What follows belongs to an exercise in optimizing a design on an open flow for a short achievable clock period and few clock cycles; a production flow would make more cautious choices. In this exercise RTL edits were held to simulation tests only and were not proved equivalent to the original.

===== constraint.sdc =====
create_clock -name core_clock -period 13.0 [get_ports {clk}]
set_input_delay 2.6000 -clock core_clock [delete_from_list [all_inputs] [get_ports {clk}]]
set_output_delay 2.6000 -clock core_clock [all_outputs]
set_load 0.01 [all_outputs]

===== config.mk =====
export PLATFORM = sky130hd
export DESIGN_NAME = pq_delta
export DESIGN_NICKNAME = pq_delta
export VERILOG_FILES = /design/flow/design.v
export SDC_FILE = /design/flow/constraint.sdc
export NUM_CORES = 4
export LEC_CHECK = 0
export CAP_MARGIN = 20
export CORE_MARGIN = 2
export CORE_UTILIZATION = 40
export PLACE_DENSITY = 0.6
export SLEW_MARGIN = 20

===== design.v =====
module pq_delta (
    input  wire        clk,
    input  wire        rst,
    input  wire        cmd_valid,
    output wire        cmd_ready,
    input  wire [63:0] cmd_word,
    input  wire [63:0] cmd_arg0,
    input  wire [31:0] cmd_inlen,
    input  wire [31:0] cmd_cap,
    input  wire        in_valid,
    output wire        in_ready,
    input  wire [7:0]  in_data,
    output wire        out_valid,
    input  wire        out_ready,
    output wire [63:0] out_data,
    output wire        done,
    output reg  [2:0]  done_status,
    output reg  [31:0] done_pos,
    output reg  [31:0] done_count
);
    localparam [7:0] OPC_DELTA32 = 8'h05;
    localparam [7:0] OPC_DELTA64 = 8'h06;
    localparam       MAX_MB      = 32;      
    localparam [2:0] ST_OK        = 3'd0;
    localparam [2:0] ST_TRUNCATED = 3'd1;
    localparam [2:0] ST_MALFORMED = 3'd2;
    localparam [2:0] ST_INVALID   = 3'd3;
    localparam [2:0] ST_BAD_ARG   = 3'd4;
    localparam [2:0] ST_CAPACITY  = 3'd5;
    localparam [3:0] S_IDLE  = 4'd0;
    localparam [3:0] S_SETUP = 4'd1;
    localparam [3:0] S_HVAR  = 4'd2;    
    localparam [3:0] S_HCHK  = 4'd3;    
    localparam [3:0] S_DIV   = 4'd4;    
    localparam [3:0] S_HCHK2 = 4'd5;    
    localparam [3:0] S_FIRST = 4'd6;    
    localparam [3:0] S_MVAR  = 4'd7;    
    localparam [3:0] S_WCHK  = 4'd8;    
    localparam [3:0] S_WID   = 4'd9;    
    localparam [3:0] S_MB    = 4'd10;   
    localparam [3:0] S_UNP   = 4'd11;   
    localparam [3:0] S_DONE  = 4'd12;
    reg [3:0]  state;
    reg [63:0] cmd;
    reg [31:0] lim;
    reg [31:0] cap;
    wire [7:0] opc   = cmd[7:0];
    wire       w64   = (opc == OPC_DELTA64);
    reg [31:0] p;
    reg [31:0] n;
    reg [63:0] acc;           
    reg [3:0]  k;             
    reg [1:0]  hidx;          
    reg [63:0] block_size;
    reg [63:0] nmb;
    reg [63:0] num_values;
    reg [63:0] fz;
    reg [63:0] quot;          
    reg [5:0]  rem;           
    reg [6:0]  div_i;
    reg [63:0] prev;
    reg [63:0] min_delta;
    reg [6:0]  wid [0:MAX_MB-1];
    reg [5:0]  widx;          
    reg        wid_bad;
    reg [6:0]  w;             
    reg [38:0] bytes_left;    
    reg [31:0] emit_left;     
    reg [70:0] bbuf;
    reg [6:0]  bcnt;
    reg        arg_fault;
    reg [2:0]  arg_code;
    always @(*) begin
        arg_fault = 1'b1;
        arg_code  = ST_OK;
        if (opc != OPC_DELTA32 && opc != OPC_DELTA64)
            arg_code = ST_INVALID;
        else if (cmd[63:17] != 47'd0)
            arg_code = ST_BAD_ARG;
        else if (cmd[16])
            arg_code = ST_BAD_ARG;
        else if (cmd[15:8] != 8'd0)
            arg_code = ST_BAD_ARG;
        else
            arg_fault = 1'b0;
    end
    wire [3:0]  k_next   = k + 4'd1;
    wire        var_bad  = (k_next == 4'd10) && (in_data >= 8'h02);
    wire [63:0] var_add  = {57'd0, in_data[6:0]} << (7 * k);
    wire [63:0] var_val  = acc | var_add;
    wire        var_last = !in_data[7];
    function [63:0] unzigzag_w(input [63:0] u, input is64);
        reg [63:0] v;
        begin
            v = {1'b0, u[63:1]} ^ {64{u[0]}};
            unzigzag_w = is64 ? v : {32'd0, v[31:0]};
        end
    endfunction
    wire [6:0]  div_trial = {rem, quot[63]};
    wire        div_ge    = (div_trial >= {1'b0, nmb[5:0]});
    wire [6:0]  div_sub   = div_trial - {1'b0, nmb[5:0]};
    wire [60:0] groups     = quot[63:3];           
    wire [6:0]  w_cur      = wid[widx[4:0]];
    wire [38:0] mb_bytes   = groups[31:0] * w_cur;
    wire        mb_short   = ((groups[60:32] != 29'd0) && (w_cur != 7'd0)) ||
                             (({7'd0, p} + mb_bytes) > {7'd0, lim});
    wire [63:0] to_emit    = num_values - {32'd0, n};
    wire [31:0] mb_emit    = (n >= num_values[31:0]) ? 32'd0 :
                             (quot < to_emit) ? quot[31:0] : to_emit[31:0];
    wire [63:0] d_mask  = (w == 7'd64) ? 64'hFFFF_FFFF_FFFF_FFFF
                                       : ((64'd1 << w) - 64'd1);
    wire [63:0] delta   = bbuf[63:0] & d_mask;
    wire [63:0] sum     = prev + delta + min_delta;
    wire [63:0] next_v  = w64 ? sum : {32'd0, sum[31:0]};
    assign cmd_ready = (state == S_IDLE);
    assign done      = (state == S_DONE);
    assign in_ready = ((state == S_HVAR || state == S_MVAR) && p != lim) ||
                      (state == S_WID) ||
                      (state == S_UNP && emit_left != 32'd0 && bcnt < w) ||
                      (state == S_UNP && emit_left == 32'd0 && bytes_left != 39'd0);
    assign out_valid = (state == S_FIRST) ||
                       (state == S_UNP && emit_left != 32'd0 && bcnt >= w);
    assign out_data = (state == S_FIRST) ? prev : next_v;
    task finish_ok;
        begin
            done_status <= ST_OK;
            done_pos    <= p;
            done_count  <= n;
            state       <= S_DONE;
        end
    endtask
    task finish_fault(input [2:0] code, input [31:0] pos);
        begin
            done_status <= code;
            done_pos    <= pos;
            done_count  <= 32'd0;
            state       <= S_DONE;
        end
    endtask
    always @(posedge clk) begin
        if (rst) begin
            state       <= S_IDLE;
            done_status <= ST_OK;
            done_pos    <= 32'd0;
            done_count  <= 32'd0;
        end else begin
            case (state)
            S_IDLE: begin
                if (cmd_valid) begin
                    cmd   <= cmd_word;
                    lim   <= cmd_inlen;
                    cap   <= cmd_cap;
                    p     <= 32'd0;
                    n     <= 32'd0;
                    state <= S_SETUP;
                end
            end
            S_SETUP: begin
                acc  <= 64'd0;
                k    <= 4'd0;
                hidx <= 2'd0;
                if (arg_fault)
                    finish_fault(arg_code, 32'd0);
                else
                    state <= S_HVAR;
            end
            S_HVAR, S_MVAR: begin
                if (p == lim) begin
                    finish_fault(ST_TRUNCATED, p);
                end else if (in_valid) begin
                    p <= p + 32'd1;
                    k <= k_next;
                    if (var_bad) begin
                        finish_fault(ST_MALFORMED, p + 32'd1);
                    end else if (var_last) begin
                        acc <= 64'd0;
                        k   <= 4'd0;
                        if (state == S_MVAR) begin
                            min_delta <= unzigzag_w(var_val, w64);
                            state     <= S_WCHK;
                        end else begin
                            hidx <= hidx + 2'd1;
                            case (hidx)
                            2'd0: block_size <= var_val;
                            2'd1: nmb        <= var_val;
                            2'd2: num_values <= var_val;
                            default: begin
                                fz    <= var_val;
                                state <= S_HCHK;
                            end
                            endcase
                        end
                    end else begin
                        acc <= var_val;
                    end
                end
            end
            S_HCHK: begin
                if (nmb == 64'd0 || block_size == 64'd0 || nmb > MAX_MB) begin
                    finish_fault(ST_MALFORMED, p);
                end else begin
                    quot  <= block_size;
                    rem   <= 6'd0;
                    div_i <= 7'd0;
                    state <= S_DIV;
                end
            end
            S_DIV: begin
                quot  <= {quot[62:0], div_ge};
                rem   <= div_ge ? div_sub[5:0] : div_trial[5:0];
                div_i <= div_i + 7'd1;
                if (div_i == 7'd63)
                    state <= S_HCHK2;
            end
            S_HCHK2: begin
                if (rem != 6'd0 || quot[2:0] != 3'd0)
                    finish_fault(ST_MALFORMED, p);
                else if (num_values > {32'd0, cap})
                    finish_fault(ST_CAPACITY, p);
                else begin
                    prev <= unzigzag_w(fz, w64);
                    if (num_values == 64'd0)
                        finish_ok;
                    else
                        state <= S_FIRST;
                end
            end
            S_FIRST: begin
                if (out_ready) begin
                    n <= n + 32'd1;
                    if (num_values == 64'd1) begin
                        done_status <= ST_OK;
                        done_pos    <= p;
                        done_count  <= n + 32'd1;
                        state       <= S_DONE;
                    end else begin
                        acc   <= 64'd0;
                        k     <= 4'd0;
                        state <= S_MVAR;
                    end
                end
            end
            S_WCHK: begin
                widx    <= 6'd0;
                wid_bad <= 1'b0;
                if (({1'b0, p} + {27'd0, nmb[5:0]}) > {1'b0, lim})
                    finish_fault(ST_TRUNCATED, p);
                else
                    state <= S_WID;
            end
            S_WID: begin
                if (in_valid) begin
                    p <= p + 32'd1;
                    wid[widx[4:0]] <= in_data[6:0];
                    if (in_data > (w64 ? 8'd64 : 8'd32))
                        wid_bad <= 1'b1;
                    widx <= widx + 6'd1;
                    if ({58'd0, widx} + 64'd1 == nmb) begin
                        if (wid_bad || in_data > (w64 ? 8'd64 : 8'd32))
                            finish_fault(ST_MALFORMED, p + 32'd1);
                        else begin
                            widx  <= 6'd0;
                            state <= S_MB;
                        end
                    end
                end
            end
            S_MB: begin
                if ({58'd0, widx} == nmb) begin
                    if ({32'd0, n} < num_values) begin
                        acc   <= 64'd0;
                        k     <= 4'd0;
                        state <= S_MVAR;
                    end else
                        finish_ok;
                end else if (mb_short) begin
                    finish_fault(ST_TRUNCATED, p);
                end else begin
                    w          <= w_cur;
                    bytes_left <= mb_bytes;
                    emit_left  <= mb_emit;
                    bbuf       <= 71'd0;
                    bcnt       <= 7'd0;
                    state      <= S_UNP;
                end
            end
            S_UNP: begin
                if (emit_left != 32'd0) begin
                    if (bcnt < w) begin
                        if (in_valid) begin
                            bbuf       <= bbuf | ({63'd0, in_data} << bcnt);
                            bcnt       <= bcnt + 7'd8;
                            bytes_left <= bytes_left - 39'd1;
                            p          <= p + 32'd1;
                        end
                    end else if (out_ready) begin
                        bbuf      <= bbuf >> w;
                        bcnt      <= bcnt - w;
                        prev      <= next_v;
                        n         <= n + 32'd1;
                        emit_left <= emit_left - 32'd1;
                    end
                end else if (bytes_left != 39'd0) begin
                    if (in_valid) begin
                        bytes_left <= bytes_left - 39'd1;
                        p          <= p + 32'd1;
                    end
                end else begin
                    widx  <= widx + 6'd1;
                    state <= S_MB;
                end
            end
            S_DONE: begin
                state <= S_IDLE;
            end
            default: state <= S_IDLE;
            endcase
        end
    end
endmodule

===== run.sh =====
#!/bin/bash
# synth_recipe.tcl (not shown) runs the flow's synth.tcl, then flattens the netlist and writes it again
# the make line also repeats each setting of config.mk as NAME=value (left out here)
make -C /OpenROAD-flow-scripts/flow DESIGN_CONFIG=/design/flow/config.mk WORK_HOME=/design/flow/orfs CLKGATE_MAP_FILE= SYNTH_SCRIPT=/design/flow/synth_recipe.tcl finish

==> out/metrics.yaml <==
status: "no timing/DRC/antenna violations"
wl_per_cell_microns: 25.2
root_buffer: "clkbuf_16"
path_max_fanout: 36
chipWidth_microns: 451
dp_cells: 10522
rsz0062_at_grt: "no"
critical_path_class: "reg2reg"
setup_viol: 0
nets: 8851
ioPinCount: 340
fin_setup_tns_ns: 0
drtAntennaViolNets: 0
maxSlewViolCount: 0
synthTopCellsByArea: "edfxtp_1 (42%), ha_1 (6.5%), fa_1 (5.5%), nand2_1 (4.1%), nor2_1 (4.0%)"
cts.path.max_buffers: 3
via_per_inst: 5.90
yosys_most_used_dff: "edfxtp_1"
finalHoldViolCount: 0
start_util: 0.401
grt_antenna_before_repair: 19
ys_ff_latch: 1186
vias: 63589
fp-row-count: 164
path_clk_slew_ns: 0.06
worst_pin_slew_ns: 1.22
synth_common_cells: "edfxtp_1 (1110), nand2_1 (883), nor2_1 (855)"
seq_area_sq_um: 34900
cts.htree.levels: 4
synth_area_sq_um: 79900
largest_reg_flops: 224
synthArstFlopShare: 0
numCtsBuffers: 139
place_ws_ns: 0.636
synth.most_common_cell: "edfxtp_1"
synth_top_area_share: 0.417
die_y_microns: 451
gr-total-overflow: 0
yosys_warnings: 1
syn_inst: 7878
synth.yosys.seq_area_share: 0.436
cts_tree: "done"
fmax_ghz: 0.0802
fin_ws_ns: 0.525
grt_pass1_wl_microns: 400000
grt_usage: 0.261
cp_data_arrival_time_ns: 12.98
place.gp.congestion: 0.994
drc: 0
fill_cells: 18747
postCtsSetupRepairBufs: 0
slowest_delay_ns: 0.59
hold_class: "reg2reg"
period_share: 0.960
finalNonFillerCells: 10784
grt_max_degree: 100
cp-start-kind: "register"
yosysTopAreaCell: "edfxtp_1"
relSlewSlack: 0.182
finalWirelength_microns: 272000
area_growth_pct: 13.2
finalClockSkew_ns: 0.0544
cts.sinks: 1186
drive_above_1_share: 0.0835
core_sq_um: 199000
fin_crit_ns: 12.48
clkLatencyLatePin_ns: 0.83
avgSynthCellArea_sq_um: 10.1
synth_edf_count: 1110
die-area_sq_um: 203000
cap_viol_max_count: 0
dpl.hpwl_microns: 203000
first_pass_iters: 8
ys_types: 97
multi_input_area_sq_um: 41800
drtIter0Drc: 7531
grt_pass1_vias: 61072
cp_slowest_cell: "mux4_2"
io_buffer_count: 275
end_kind: "register"
hold_slack_ns: 0.467
syn-num-nets: 8719
crit_required_ns: 13.51
==> kinds of logic (layout without fill, tap and decap cells) <==
kind of cell             after synthesis  count (layout)  synth area share
flip-flops                          1186            1186             0.436
buffers and inverters                903            1149            0.0433
other                                  0               4                 0
XOR/XNOR                             528             528            0.0579
AO/OA/AOI/OAI                       1706            1706             0.134
AND/OR/NAND/NOR                     2621            2621             0.149
multiplexers                         297             297            0.0602
adder cells (fa/ha/maj)              637             637             0.120
==> layout make-up <==
| class | count | share of cell area |
|---|---|---|
| clock inverters | 87 | 0.0109 |
| diodes | 4 | 0.000111 |
| repair buffers | 417 | 0.0433 |
| clock buffers | 168 | 0.0409 |
| well taps | 2656 | 0.0368 |
| multi-input cells | 5789 | 0.463 |
| inverters | 477 | 0.0198 |
| flip-flops and latches | 1186 | 0.385 |
==> what timing repair did <==
action | 4_1_cts | 5_1_grt
hold endpoints to repair | 0 | 0
hold buffers | 0 | 0
resized for setup | 0 | 2
setup endpoints to repair | 0 | 37
==> routing by layer <==
layer,routed length [microns],global-route usage
met2,119000,0.395
met3,23900,0.0453
met4,13200,0.117
met1,115000,0.366
met5,97,0
==> stage by stage <==
step                       util  cell area (sq um)
after global placement    0.430              85600
final                     0.454              90400
after floorplan               -              79900
after CTS                 0.454              90300
after detailed placement  0.430              85700
after global routing      0.454              90400
==> cell usage in the layout (no fill, tap or decap), types with 141 or more instances in the layout <==
master           netlist  layout
a21o_1               168     167
a21oi_1              505     500
clkbuf_16              0     141
clkdlybuf4s50_1        0     266
edfxtp_1            1110    1110
fa_1                 218     218
ha_1                 418     418
inv_1                468     467
nand2_1              883     880
nor2_1               855     849
nor3_1               149     146
o21ai_0              419     419
xnor2_1              299     299
xor2_1               229     229
==> critical path, delay by kind of cell, from the launching register on <==
kind	cells	cell delay (ns)
fa+ha+maj	7	3.06
buf+inv	6	1.13
compound gates	19	3.89
simple gates	8	1.51
flops	1	0.41
xor+xnor	2	0.40
mux	3	1.65
==> path summary, 6_finish.rpt <==
kind	from	endpoint	slack, ns	cells past startpoint
setup reg to reg	register	bbuf[39]$_SDFFCE_PN0P_	0.52	45
setup / recovery	register	bbuf[39]$_SDFFCE_PN0P_	0.52	45
hold / removal	done_pos[10]$_SDFFE_PP0P_	done_pos[10]$_SDFFE_PP0P_	0.47	2
hold reg to reg	done_pos[10]$_SDFFE_PP0P_	done_pos[10]$_SDFFE_PP0P_	0.47	2
Testbench counts, summed over its fixed seeds: cycles 402,304.

## static timing again, ports no longer ideal
In the flow no input, the clock included, has a driving cell. The finished layout below was timed again as built, in two steps.
Step 1 sets driving cells, clkbuf_16 on the clock port and buf_2 on the other inputs (assumed; they add their load-dependent delay and slew).
Step 2 moves the port delays by t, midway between the first and last clock arrival at a register: inputs arrive t later, outputs are due t later. That takes back most of the time a late clock gives input paths.
a / b / c = ideal ports / drivers / drivers and shift; a / b = the first two.
t (ns): 0.899
slack for setup (ns): 0.525 / 0.525 / 0.525
worst hold slack (ns): 0.467 / 0.467 / 0.467
worst setup path at the end: register to register
After both steps setup and hold are still met in this run. For this run, drivers alone change the setup slack by 0.000 ns; drivers and shift together by 0.000 ns.
